Context: an optimization exercise on an open-source flow, tuned for small area. The choices shown serve that exercise and are no tape-out recipe. Only the layout flow was run in this run; the RTL was not checked for function there. Power figures rest on the tool's default switching activity, not on a simulated workload.

### flow/config.mk
export PLATFORM = sky130hd
export DESIGN_NAME = pcodec
export DESIGN_NICKNAME = pcodec
export VERILOG_FILES = /design/flow/design.v
export SDC_FILE = /design/flow/constraint.sdc
export NUM_CORES = 4
export LEC_CHECK = 0
export ABC_AREA = 1
export CAP_MARGIN = 20
export CORE_MARGIN = 2
export CORE_UTILIZATION = 40
export SLEW_MARGIN = 20
### flow/constraint.sdc
create_clock -name core_clock -period 10.0 [get_ports {clk}]
set_input_delay 2.0000 -clock core_clock [delete_from_list [all_inputs] [get_ports {clk}]]
set_output_delay 2.0000 -clock core_clock [all_outputs]
set_load 0.01 [all_outputs]
### flow/design.v
module pcodec (
  input  wire        clk,
  input  wire        rst,
  input  wire        start,
  input  wire [7:0]  op,
  input  wire [19:0] a_len,
  input  wire [19:0] out_cap,
  output wire        busy,
  output wire        done,
  output wire        fatal,
  output wire [3:0]  err,
  output wire [19:0] err_off,
  output wire [19:0] out_len,
  output wire        in_re,
  output wire [19:0] in_addr,
  input  wire [7:0]  in_rdata,
  output wire        out_we,
  output wire [19:0] out_addr,
  output reg  [7:0]  out_wdata
);
  localparam integer G  = 2;           
  localparam integer P  = 20 / G;      
  localparam integer BD = 8 / G;       
  localparam integer PW = (P > 8) ? 4 : (P > 4) ? 3 : 2;
  localparam [PW-1:0] PL = P - 1;
  localparam [4:0] S_IDLE = 5'd0,  S_DONE = 5'd1,
                   C_INIT = 5'd2,  C_SC   = 5'd3,  C_EW   = 5'd4,  C_RA   = 5'd5,
                   C_RB   = 5'd6,  C_CD   = 5'd7,  C_HS   = 5'd8,  C_SB   = 5'd9,
                   C_OPN  = 5'd10, C_SW   = 5'd11,
                   D_INIT = 5'd12, D_SECT = 5'd13, D_H0   = 5'd14, D_H1   = 5'd15,
                   D_H2   = 5'd16, D_H3   = 5'd17, D_DC   = 5'd18, D_I0   = 5'd19,
                   D_I1   = 5'd20, D_I2   = 5'd21, D_I3   = 5'd22, D_I4   = 5'd23,
                   D_EM   = 5'd24, D_ERR  = 5'd25,
                   C_HE   = 5'd26, C_HK   = 5'd27;
  function [G-1:0] dig;
    input [19:0] k;
    input [PW-1:0] p;
    begin
      dig = k >> (p * G);
    end
  endfunction
  reg [4:0]  st;
  reg [PW-1:0] ph;
  reg [19:0] N, CAP, RP, OP, HD, RC;
  reg        ob;           
  reg [7:0]  B, D;
  reg [2:0]  idx;
  reg [3:0]  errc;
  reg        wp, dopen;
  reg        f1;    
  reg        f2;    
  reg        f3;    
  reg        rp_cy, op_cy, hd_cy, rc_cy;
  reg        ca_cy, ca_hz, ca_d0, ca_d1;
  reg        cb_cy, cb_nz;
  reg        dl_c1, dl_c2, k_lt, k_eq;
  wire hcm   = (st == C_HS) | (st == C_HE) | (st == C_HK);    
  wire p0    = (ph == 0);
  wire p1    = (ph == 1);
  wire plast = (ph == PL);
  wire idle  = (st == S_IDLE) | (st == S_DONE);
  wire go    = idle & start;
  assign busy = ~idle;
  assign done = (st == S_DONE);
  wire olt = cb_cy & ~ob & cb_nz;                 
  wire ee  = ca_cy & ~ca_hz & ~ca_d0 & ~ca_d1;    
  wire rc_hz   = ~|RC[15:4];
  wire rc_z    = rc_hz & (RC[3:0] == 4'd0);
  wire rc_one  = rc_hz & (RC[3:0] == 4'd1);
  wire rc_lt11 = rc_hz & (RC[3:0] < 4'd11);
  wire rc_lt12 = rc_hz & (RC[3:0] < 4'd12);
  wire rc_max  = &RC[15:0];
  wire       sec   = (st == C_SC) & rc_one;
  wire [7:0] ax    = sec ? in_rdata : D;
  wire [7:0] ay    = B ^ {8{sec}};
  wire [7:0] sum   = ax + ay + {7'd0, sec};
  wire       mm    = (sum != in_rdata);
  wire       brk   = mm | rc_max;
  wire cat_new  = rc_z;
  wire cat_sec  = rc_one;
  wire cat_run  = ~rc_z & ~rc_one;
  wire cat_cb   = cat_run & brk & ~rc_lt12;       
  wire cat_lb   = cat_run & brk & rc_lt12;        
  wire cat_m    = cat_run & ~brk;                 
  wire wp_sc    = cat_new | cat_sec | cat_lb | (cat_m & rc_lt11);
  wire [G-1:0] rcd = RC[2*G-1:G];                 
  reg         rp_clr, rp_ci;
  reg [G-1:0] rp_k;
  always @(*) begin
    rp_clr = 1'b0; rp_k = {G{1'b0}}; rp_ci = 1'b0;
    case (st)
      C_INIT, D_INIT: rp_clr = 1'b1;
      C_SC, C_SB, D_H0, D_H1, D_H2, D_I1, D_I4: rp_ci = 1'b1;
      C_RA: begin rp_k = ~rcd; rp_ci = ~f1; end
      C_RB: rp_k = rcd;
      D_DC: rp_ci = ~ee;
      D_I0: rp_k = dig(20'h00002, ph);
      D_I2: rp_k = dig(20'hFFFFE, ph);
      D_I3: begin rp_k = dig(20'h00002, ph); rp_ci = 1'b1; end
      default: ;
    endcase
  end
  wire         rp_c = p0 ? rp_ci : rp_cy;
  wire [G:0]   rp_t = {1'b0, RP[G-1:0]} + {1'b0, rp_k} + {{G{1'b0}}, rp_c};
  wire [G-1:0] rp_nd = rp_clr ? {G{1'b0}} : rp_t[G-1:0];
  reg         op_clr, op_rp, op_hd, op_ci, op_ext;
  reg [G-1:0] op_k;
  always @(*) begin
    op_clr = 1'b0; op_rp = 1'b0; op_hd = 1'b0; op_k = {G{1'b0}}; op_ci = 1'b0; op_ext = 1'b0;
    case (st)
      C_INIT, D_INIT: op_clr = 1'b1;
      C_SC: begin
        if (wp) op_ci = 1'b1;
        else if (!dopen) begin op_ci = 1'b1; op_k = dig(20'h00002, ph); end
      end
      C_CD: begin
        if (idx == 3'd7 && dopen) op_hd = 1'b1;
        else op_ci = 1'b1;
      end
      C_EW, C_SW: op_hd = 1'b1;
      D_EM: op_ci = 1'b1;
      C_SB: begin op_ci = 1'b1; op_k = dig(20'h00002, ph); end
      C_HS, C_HE, C_HK: begin
        if (idx != 3'd2) op_ci = 1'b1;
        else begin
          op_hd = 1'b1;
          if (st == C_HS) begin op_ci = 1'b1; op_k = dig(20'h00002, ph); end
        end
      end
      C_RB: begin
        op_ext = 1'b1;
        op_k = (f2 | f3) ? dig(20'hFFFF2, ph) : dig(20'hFFFF5, ph);
      end
      D_DC: op_ci = wp;
      D_ERR: begin
        op_rp = 1'b1;
        op_k = (errc[2] & ~errc[0]) ? dig(20'hFFFFE, ph) : dig(20'hFFFFD, ph);
      end
      default: ;
    endcase
  end
  wire [G-1:0] op_b = op_rp ? RP[G-1:0] : op_hd ? HD[G-1:0] : OP[G-1:0];
  wire         op_c = p0 ? op_ci : op_cy;
  wire [G:0]   op_t = {1'b0, op_b} + {1'b0, op_k} + {{G{1'b0}}, op_c};
  wire [G-1:0] op_nd = op_clr ? {G{1'b0}} : op_t[G-1:0];
  wire         op_co = op_t[G];
  reg         hd_op, hd_rp, hd_ci;
  reg [G-1:0] hd_k;
  always @(*) begin
    hd_op = 1'b0; hd_rp = 1'b0; hd_k = {G{1'b0}}; hd_ci = 1'b0;
    case (st)
      C_SC: hd_op = ~dopen;
      C_SB, C_SW: hd_op = 1'b1;
      C_OPN: begin hd_op = 1'b1; hd_ci = 1'b1; hd_k = dig(20'h00002, ph); end
      C_EW: begin hd_op = 1'b1; hd_ci = 1'b1; end
      C_CD: if (idx == 3'd7 && dopen) begin hd_op = 1'b1; hd_ci = 1'b1; end
      C_RB: hd_k = f2 ? dig(20'hEFFFE, ph) : {G{1'b0}};
      D_H3: begin
        hd_rp = 1'b1;
        hd_k  = (ph < BD) ? B[G-1:0] : (ph < 2*BD) ? D[G-1:0] : {G{1'b0}};
      end
      default: ;
    endcase
  end
  wire [G-1:0] hd_b = hd_rp ? RP[G-1:0] : hd_op ? OP[G-1:0] : HD[G-1:0];
  wire         hd_c = p0 ? hd_ci : hd_cy;
  wire [G:0]   hd_t = {1'b0, hd_b} + {1'b0, hd_k} + {{G{1'b0}}, hd_c};
  wire [G-1:0] hd_nd = hd_t[G-1:0];
  wire         hd_co = hd_t[G];
  reg         rc_ci, rc_set, rc_ld, rc_dec;
  reg [G-1:0] rc_ldd;
  always @(*) begin
    rc_ci = 1'b0; rc_set = 1'b0; rc_ld = 1'b0; rc_dec = 1'b0; rc_ldd = {G{1'b0}};
    case (st)
      C_INIT, C_SB: rc_ld = 1'b1;
      C_SC: begin
        if (p1) begin
          if (cat_new | cat_lb) rc_set = 1'b1;
          else if (cat_sec | cat_m) rc_ci = 1'b1;
        end else if (f3) rc_ld = 1'b1;
      end
      D_I2: begin rc_ld = 1'b1; rc_ldd = (ph >= 1 && ph <= BD) ? D[G-1:0] : {G{1'b0}}; end
      D_I3: begin
        rc_ld = 1'b1;
        rc_ldd = (ph >= 1 && ph <= BD) ? RC[G-1:0] :
                 (ph >= BD + 1 && ph <= 2*BD) ? B[G-1:0] : {G{1'b0}};
      end
      D_EM: rc_dec = 1'b1;
      default: ;
    endcase
  end
  wire         rc_c = p1 ? rc_ci : rc_cy;
  wire [G:0]   rc_t = {1'b0, RC[G-1:0]} + {1'b0, {G{rc_dec}}} + {{G{1'b0}}, rc_c};
  wire         rc_hi = (ph > 16 / G) | p0;           
  wire [G-1:0] rc_nd = rc_hi  ? {G{1'b0}} :
                       rc_set ? {{(G-1){1'b0}}, 1'b1} :
                       rc_ld  ? rc_ldd : rc_t[G-1:0];
  wire         ca_selN = (st < D_H3) | (st > D_EM);
  wire [G-1:0] ca_x = ca_selN ? N[G-1:0] : hd_nd;
  wire         ca_c = p0 ? 1'b1 : ca_cy;
  wire [G:0]   ca_t = {1'b0, ca_x} + {1'b0, ~rp_nd} + {{G{1'b0}}, ca_c};
  wire [G-1:0] ca_d = ca_t[G-1:0];
  wire         ca_co = ca_t[G];
  wire         ca_dz = p0 ? ((G > 2) ? |(ca_d >> 2) : 1'b0) : |ca_d;
  wire ca_neg_f = ~ca_co;
  wire ca_hz_f  = ca_hz | ca_dz;
  wire eq0_f    = ~ca_neg_f & ~ca_hz_f & ~ca_d0 & ~ca_d1;
  wire lt2_f    = ca_neg_f | (~ca_hz_f & ~ca_d1);
  wire lt3_f    = ca_neg_f | (~ca_hz_f & ~(ca_d0 & ca_d1));
  wire         cb_h3 = (st == D_H3);
  wire [G-1:0] cb_x = cb_h3 ? N[G-1:0] : CAP[G-1:0];
  wire [G-1:0] cb_y = cb_h3 ? hd_nd : op_nd;
  wire         cb_c = p0 ? 1'b1 : cb_cy;
  wire [G:0]   cb_t = {1'b0, cb_x} + {1'b0, ~cb_y} + {{G{1'b0}}, cb_c};
  wire         cb_co = cb_t[G];
  wire         cb_dz = |cb_t[G-1:0];
  wire ob_nx  = op_clr ? 1'b0 : (ob ^ op_ext ^ op_co);
  wire cb_y20 = cb_h3 ? hd_co : ob_nx;
  wire gt_f   = ~cb_co | cb_y20;
  wire ole_f  = ~gt_f;
  wire [G-1:0] dl_av = hcm ? HD[G-1:0] : op_nd;
  wire [G-1:0] dl_bv = hcm ? OP[G-1:0] : HD[G-1:0];
  wire [G-1:0] dl_kd = (st == C_HK) ? dig(20'hFFFF4, ph) : dig(20'hFFFFC, ph);
  wire         dl_a  = p0 ? 1'b1 : dl_c1;
  wire [G:0]   dl_t1 = {1'b0, dl_av} + {1'b0, ~dl_bv} + {{G{1'b0}}, dl_a};
  wire         dl_b  = p0 ? 1'b1 : dl_c2;
  wire [G:0]   dl_t2 = {1'b0, dl_t1[G-1:0]} + {1'b0, dl_kd} + {{G{1'b0}}, dl_b};
  wire [G-1:0] dl_d  = dl_t2[G-1:0];
  wire [G-1:0] kcd   = (st == C_RA) ? dig(20'h0000B, ph) : dig(20'h0FFFF, ph);
  wire         klt_in = p0 ? 1'b0 : k_lt;
  wire         keq_in = p0 ? 1'b1 : k_eq;
  wire         klt_nx = (dl_d < kcd) | ((dl_d == kcd) & klt_in);
  wire         keq_nx = keq_in & (dl_d == kcd);
  wire offv = ~errc[3] & (errc[2] | (errc[1] & errc[0])) & ~(errc[2] & errc[1] & errc[0]);
  assign fatal    = done & (|errc);
  assign err      = errc & {4{done}};
  assign err_off  = OP & {20{done & offv}};
  assign out_len  = OP & {20{done & ~(|errc)}};
  assign in_addr  = RP;
  assign out_addr = OP;
  assign in_re    = p0 & ((st == C_SC) | (st == C_RB) | (st == C_SB) |
                          (st == D_H0) | (((st == D_H1) | (st == D_H2)) & ~(|errc)) |
                          (st == D_I0) | (st == D_I1) | (st == D_I2) |
                          (st == D_I3) | (st == D_I4) | ((st == D_DC) & ~ee));
  reg wr_en;
  always @(*) begin
    case (st)
      C_SC, D_DC: wr_en = wp;
      C_EW, C_CD, C_HS, C_HE, C_HK, D_EM: wr_en = 1'b1;
      default: wr_en = 1'b0;
    endcase
  end
  assign out_we = p0 & wr_en & olt;
  wire wd_cd  = (st == C_CD);
  wire wd_hc  = hcm;
  wire wd_cst = (wd_cd & ~idx[2]) | (wd_hc & ((idx == 3'd0) | (st == C_HS)));
  wire wd_b   = (wd_cd & (idx == 3'd7)) | (wd_hc & (idx == 3'd2));
  wire wd_ff  = wd_hc & (idx != 3'd0);
  wire wd_one = wd_cd & (idx[2:1] == 2'd0);
  wire wd_five = wd_cd & (idx == 3'd1);
  wire [7:0] wd_k = {{5{wd_ff}}, wd_ff | wd_five, wd_ff, wd_ff | wd_one};
  always @(*) begin
    if (wd_cst) out_wdata = wd_k;
    else if (wd_b) out_wdata = B;
    else out_wdata = D;
  end
  wire hc0sh = hcm & (idx == 3'd0) & (st != C_HS);
  wire [G-1:0] sh_in = (st == C_CD) ? RC[G-1:0] : dl_d;
  always @(posedge clk) begin
    N   <= go ? a_len   : {N[G-1:0], N[19:G]};
    CAP <= go ? out_cap : {CAP[G-1:0], CAP[19:G]};
    RP  <= {rp_nd, RP[19:G]};
    HD  <= {hd_nd, HD[19:G]};
    RC  <= {rc_nd, RC[19:G]};
    if (!idle) OP <= {op_nd, OP[19:G]};
    rp_cy <= rp_t[G];
    op_cy <= op_co;
    hd_cy <= hd_co;
    rc_cy <= rc_t[G];
    ca_cy <= ca_co;
    ca_hz <= p0 ? ca_dz : ca_hz_f;
    if (p0) begin ca_d0 <= ca_d[0]; ca_d1 <= ca_d[1]; end
    cb_cy <= cb_co;
    cb_nz <= p0 ? cb_dz : (cb_nz | cb_dz);
    dl_c1 <= dl_t1[G];
    dl_c2 <= dl_t2[G];
    k_lt  <= klt_nx;
    k_eq  <= keq_nx;
    if (plast && !idle) ob <= ob_nx;
    ph <= (go | plast) ? {PW{1'b0}} : ph + 1'b1;
    case (st)
      C_SC: if (p1) begin
              D <= in_rdata;
              if (cat_new | cat_lb) B <= in_rdata;
              if (cat_sec) B <= sum;
            end
      C_RB, C_SB, D_H2, D_I1, D_I3: if (p1) D <= in_rdata;
      D_H1, D_I2, D_I4: if (p1) B <= in_rdata;
      D_DC: if (p1 && wp) D <= in_rdata;
      D_EM: if (p1) D <= sum;
      default: ;
    endcase
    if (((st == D_H3) && ph < BD) || ((st == D_I3) && ph >= BD + 1 && ph <= 2*BD) ||
        (hc0sh && ph >= BD && ph < 2*BD))
      B <= {sh_in, B[7:G]};
    if (((st == D_H3) && ph >= BD && ph < 2*BD) || ((st == D_I2) && ph >= 1 && ph <= BD) ||
        (hc0sh && ph < BD) ||
        ((st == C_CD) && (((idx == 3'd4) && ph >= 1 && ph <= BD) ||
                          ((idx == 3'd5) && ph >= BD + 1 && ph <= 2*BD))))
      D <= {sh_in, D[7:G]};
    if (st == C_SC && p1) begin
      wp   <= wp_sc;
      f3  <= cat_new | cat_lb;
      f1 <= cat_cb;
    end
    if (st == D_DC && p0) wp <= ~ee;
    if (st == D_H0 && p1) begin
      f1   <= (in_rdata > 8'd1);
      f2 <= in_rdata[0];
    end
    if (st == D_I0 && p1) f1 <= (in_rdata != 8'd0);
    if ((st == D_I4 || st == D_EM) && p1) f3 <= (st == D_I4) ? rc_z : rc_one;
    if (rst) begin
      st <= S_IDLE;
      errc <= 4'd0;
    end else if (idle) begin
      if (start) begin
        if (op == 8'h01) begin st <= C_INIT; errc <= 4'd0; end
        else if (op == 8'h02) begin st <= D_INIT; errc <= 4'd0; end
        else begin st <= S_DONE; errc <= 4'd8; end
      end
    end else if (p0 && wr_en && !olt && ((st == C_CD) || (st == D_DC) || (st == D_EM))) begin
      st <= S_DONE;
      errc <= 4'd7;
    end else if (plast) begin
      case (st)
        C_INIT: begin
          wp <= 1'b0; dopen <= 1'b0;
          st <= eq0_f ? C_OPN : C_SC;
        end
        C_OPN: begin
          st <= C_HE; idx <= 3'd0;
        end
        C_SC: begin
          dopen <= 1'b1;
          if (f1) st <= C_RA;
          else if (eq0_f) begin
            if (!wp) st <= C_RA;
            else if (dopen & keq_nx) st <= C_SW;
            else st <= C_EW;
          end else if (wp & dopen & keq_nx)
            st <= C_SW;
        end
        C_SW: begin
          st <= C_HS; idx <= 3'd0;
        end
        C_EW: begin
          st <= C_HE; idx <= 3'd0;
        end
        C_RA: begin
          f2 <= klt_nx;
          f3  <= keq_nx;
          st <= C_RB;
        end
        C_RB: begin
          dopen <= ~f3;
          st <= C_CD; idx <= 3'd0;
        end
        C_CD: begin
          idx <= idx + 3'd1;
          if (idx == 3'd7) begin
            if (dopen) begin st <= C_HK; idx <= 3'd0; end
            else if (eq0_f) st <= S_DONE;
            else st <= C_SB;
          end
        end
        C_HS: begin
          idx <= idx + 3'd1;
          if (idx == 3'd2) st <= eq0_f ? C_EW : C_SC;
        end
        C_HE: begin
          idx <= idx + 3'd1;
          if (idx == 3'd2) begin
            dopen <= 1'b0;
            st <= S_DONE;
            if (!ole_f) errc <= 4'd7;
          end
        end
        C_HK: begin
          idx <= idx + 3'd1;
          if (idx == 3'd2) begin
            dopen <= 1'b0;
            st <= eq0_f ? S_DONE : C_SB;
          end
        end
        C_SB: begin
          wp <= 1'b1; dopen <= 1'b1;
          st <= eq0_f ? C_EW : C_SC;
        end
        D_INIT, D_SECT: st <= eq0_f ? S_DONE : D_H0;
        D_H0: begin
          if (lt2_f) errc <= 4'd5;
          else if (f1) errc <= 4'd3;
          st <= D_H1;
        end
        D_H1: st <= D_H2;
        D_H2: st <= (|errc) ? D_ERR : D_H3;
        D_H3: begin
          wp <= 1'b0;
          if (gt_f) begin st <= D_ERR; errc <= 4'd5; end
          else if (eq0_f) st <= D_SECT;
          else st <= f2 ? D_I0 : D_DC;
        end
        D_DC: begin
          if (!wp) st <= D_SECT;
        end
        D_I0: begin
          if (f1) begin st <= D_ERR; errc <= 4'd4; end
          else if (lt3_f) begin st <= D_ERR; errc <= 4'd6; end
          else st <= D_I1;
        end
        D_I1: st <= D_I2;
        D_I2: st <= D_I3;
        D_I3: st <= D_I4;
        D_I4: begin
          if (f3) st <= eq0_f ? D_SECT : D_I0;
          else st <= D_EM;
        end
        D_EM: begin
          if (f3) st <= eq0_f ? D_SECT : D_I0;
        end
        D_ERR: st <= S_DONE;
        default: st <= S_IDLE;
      endcase
    end
  end
endmodule
### flow/flow/run.sh
#!/bin/bash
set -euo pipefail
export BUFFER_PORTS_ARGS="-buffer_cell sky130_fd_sc_hd__buf_1"
export CTS_ARGS="-sink_clustering_enable -repair_clock_nets -dont_use_dummy_load -buf_list {sky130_fd_sc_hd__clkbuf_4 sky130_fd_sc_hd__clkbuf_8}"
bash standard.sh finish > standard_flow.log 2>&1
### flow/standard.sh
#!/bin/bash
# synth_recipe.tcl (not shown) runs the flow's synth.tcl, then flattens the netlist and writes it again
# the make line also repeats each setting of config.mk as NAME=value (left out here)
make -C /OpenROAD-flow-scripts/flow DESIGN_CONFIG=/design/flow/config.mk WORK_HOME=/design/flow/orfs CLKGATE_MAP_FILE= SYNTH_SCRIPT=/design/flow/synth_recipe.tcl "${@:-finish}"
==> run summary <==
-- area by class of cell --
cell class / count / area share
Timing Repair Buffer: 163 / 0.06583
Inverter: 174 / 0.06521
Sequential cell: 172 / 0.3878
Tap cell: 280 / 0.03498
Multi-Input combinational cell: 813 / 0.4229
Clock buffer: 17 / 0.02336
-- routing by layer --
layer,track usage,vias up
met3,0.05529,50
li1,-,4127
met5,0,-
met2,0.3669,371
met4,0.07496,0
met1,0.3321,3892
-- power breakdown --
part	leakage, nW	total, mW	internal, mW	switching (mW)
registers	1.48	1.24	1.06	0.174
clock network	0.122	0.369	0.151	0.219
logic	2.86	1.72	0.561	1.16
total	4.46	3.33	1.78	1.56
-- kinds of logic (layout without fill, tap and decap cells) --
| family | Yosys count | count (layout) | synth area share |
|---|---|---|---|
| buffers and inverters | 198 | 354 | 0.08528 |
| XOR/XNOR | 14 | 14 | 0.01381 |
| flip-flops | 172 | 172 | 0.4376 |
| adder cells (fa/ha/maj) | 34 | 34 | 0.06231 |
| AO/OA/AOI/OAI | 204 | 204 | 0.1331 |
| AND/OR/NAND/NOR | 561 | 561 | 0.2680 |
-- registers in the layout (all words and copies together), names as in the netlist, 3 cells and up --
register and cells:
idx 3, RP 20, st 5, OP 20, B 8, CAP 20
errc 4, RC 20, D 8, ph 4, HD 20, N 20
-- stage by stage --
stage	hold WS (ns)	cell area, um2	util
2_1_floorplan	0.3096	8876	-
3_3_place_gp	0.3108	9749	0.4467
3_5_place_dp	0.3121	9777	0.4480
4_1_cts	0.3104	10010	0.4587
5_1_grt	0.3215	10020	0.4590
6_report	0.3097	10020	0.4590
-- worst max-delay path: cells and delay by family (launching register included) --
kind | cells | cell delay [ns]
buffers and inverters | 3 | 0.27
and+or+nand+nor | 13 | 2.56
DFF | 1 | 0.62
adders and majority gates | 5 | 2.24
AOI/OAI and AO/OA | 8 | 1.01
-- final timing paths --
check | endpoint | start | slack (ns)
max | st[0] | st[4] | 3.16
min | HD[8] | HD[10] | 0.31
max reg2reg | st[0] | st[4] | 3.16
min reg2reg | HD[8] | HD[10] | 0.31
-- Yosys cell counts, drive strengths merged, types with 6 or more instances --
cell | n | area [um2]
dfxtp | 128 | 2562
o21ai | 94 | 474.2
clkbuf | 20 | 75.07
nand2 | 290 | 1101
nor2 | 181 | 709.4
nand3 | 43 | 247.7
fa | 17 | 340.3
o211ai | 12 | 90.09
ha | 17 | 212.7
a21oi | 54 | 274.0
nor4 | 10 | 62.56
edfxtp | 44 | 1321
inv | 171 | 641.9
nor3 | 14 | 75.07
xnor2 | 8 | 70.07
nand4 | 15 | 130.1
a211oi | 8 | 60.06
xor2 | 6 | 52.55
==> flow_metrics.env <==
export IMPL_die_y_um=153.0
export IMPL_num_rows=54
export IMPL_cp_end_kind="flip-flop"
export IMPL_dpl_worst_slack_ns=3.260
export IMPL_htreeDepth=4
export IMPL_ant_nets=0
export IMPL_antennaDiodeCount=0
export IMPL_clk_latency_ns=0.46
export IMPL_max_clock_freq_ghz=0.1462
export IMPL_period_minus_slack_ns=6.839
export IMPL_syn_cell_area_um2=8876
export IMPL_cts_buffers=17
export IMPL_ys_types=53
export IMPL_critPathMostFrequentCell="nor2_1"
export IMPL_power_total_mw=3.331
export IMPL_worst_setup_path_type="reg2reg"
export IMPL_finalMaxSlewViolations=0
export IMPL_path_clk_slew_ns=0.07
export IMPL_synth_seq_cells=172
export IMPL_postCtsHoldBufs=0
export IMPL_wl_met1_um=12880
export IMPL_yosysWarnings=1
export IMPL_drc=0
export IMPL_grt_pass1_vias=8129
export IMPL_outcome="finished clean"
export IMPL_setup_tns_ns=0
export IMPL_rr_worst_depth=29
export IMPL_place_congestion=0.9489
export IMPL_start_util=0.4067
export IMPL_worst_pin_slew_ns=0.8275
export IMPL_vdd_drop_max_mv=0.1908
export IMPL_setup_viol=0
export IMPL_dp_cells=1601
export IMPL_cp_max_fo=11
export IMPL_cts_resized=0
export IMPL_wl_met2_um=12050
export IMPL_worstHoldPathCells=0
export IMPL_dp_hpwl_um=21750
export IMPL_clkSinkCount=172
export IMPL_p_per_area_nw_per_um2=332.6
export IMPL_cts_root_buffer="clkbuf_8"
export IMPL_finalNonFillerCells=1619
export IMPL_hold_class="reg2reg"
export IMPL_cts_tree="yes"
export IMPL_critPathRequiredTime_ns=10.29
export IMPL_nets=1434
export IMPL_period_share=0.6839
export IMPL_layout_commonest_cell="nand2_1"
export IMPL_setup_slack_ns=3.161
export IMPL_ys_seq_area_frac=0.4376
export IMPL_highest_layer="met4"
export IMPL_async_flop_share=0
export IMPL_core_area_um2=21820
export IMPL_slowest_stage="nor2_1"
export IMPL_crit_path_start_kind="flip-flop"
export IMPL_grt_total_usage=0.2379
export IMPL_layout_common_cells="285 x nand2_1, 173 x nor2_1, 166 x inv_1"
export IMPL_antenna_found_initial=0
export IMPL_routedWlPerCell_um=17.13
export IMPL_cts_buffer_depth=2
export IMPL_hold_viol_final=0
export IMPL_grt_first_pass_wirelength_um=44020
export IMPL_synth_cells=1183
export IMPL_fill_cells=2227
export IMPL_synth_edff_count=44
export IMPL_ys_flop_type="dfxtp_1"
export IMPL_vias=8440
export IMPL_io_pins=156
export IMPL_grt_ovfl_total=0
export IMPL_slew_headroom=0.4433
export IMPL_leakagePower_nw=4.463
export IMPL_max_cap_viol_count=0
export IMPL_totalWireLength_um=27730
export IMPL_syn_to_final_growth_pct=12.84
export IMPL_first_pass_iters=5
export IMPL_drive_gt1_frac=0.04406
export IMPL_wl_met3_um=2171
export IMPL_rsz0062_at_grt="false"
export IMPL_grt_max_degree=43
export IMPL_drt_iter0_drc=759
export IMPL_ff_latch_area_um2=3884
export IMPL_die_area_um2=23400
export IMPL_post_cts_buffers=0
export IMPL_synth_area_per_cell_um2=7.503
export IMPL_crit_arrival_ns=7.13
export IMPL_portBuffers=155
export IMPL_worst_clock_skew_ns=0.03952
export IMPL_crit_path_max_incr_delay_ns=0.63
export IMPL_viasPerCell=5.213
export IMPL_multiInputGateArea_um2=4235
export IMPL_syn_num_nets=1276
export IMPL_die_x_um=153.0

## what the ideal ports hide
The results above use ideal ports. As a check the final layout listed here was re-extracted and re-timed, cells and wires unchanged. Step 1 assumes that a clkbuf_16 drives the clock port and a buf_2 every other input. Step 2 moves the port delays by t, midway between the first and last clock arrival at a register: inputs arrive t later, outputs are due t later. That takes back most of the time a late clock gives input paths. Three values: ideal, step 1, step 2; two values: the first two.
t (ns): 0.478
setup WS [ns]: 3.161 / 3.161 / 3.161
worst setup path at the end: register to register
clock arrival spread, ns: 0.041 / 0.041
slew at the worst register clock pin (ns): 0.10 / 0.10
After both steps this run still meets setup and hold. For this run, drivers alone change the setup slack by 0.000 ns; drivers and shift together by 0.000 ns.
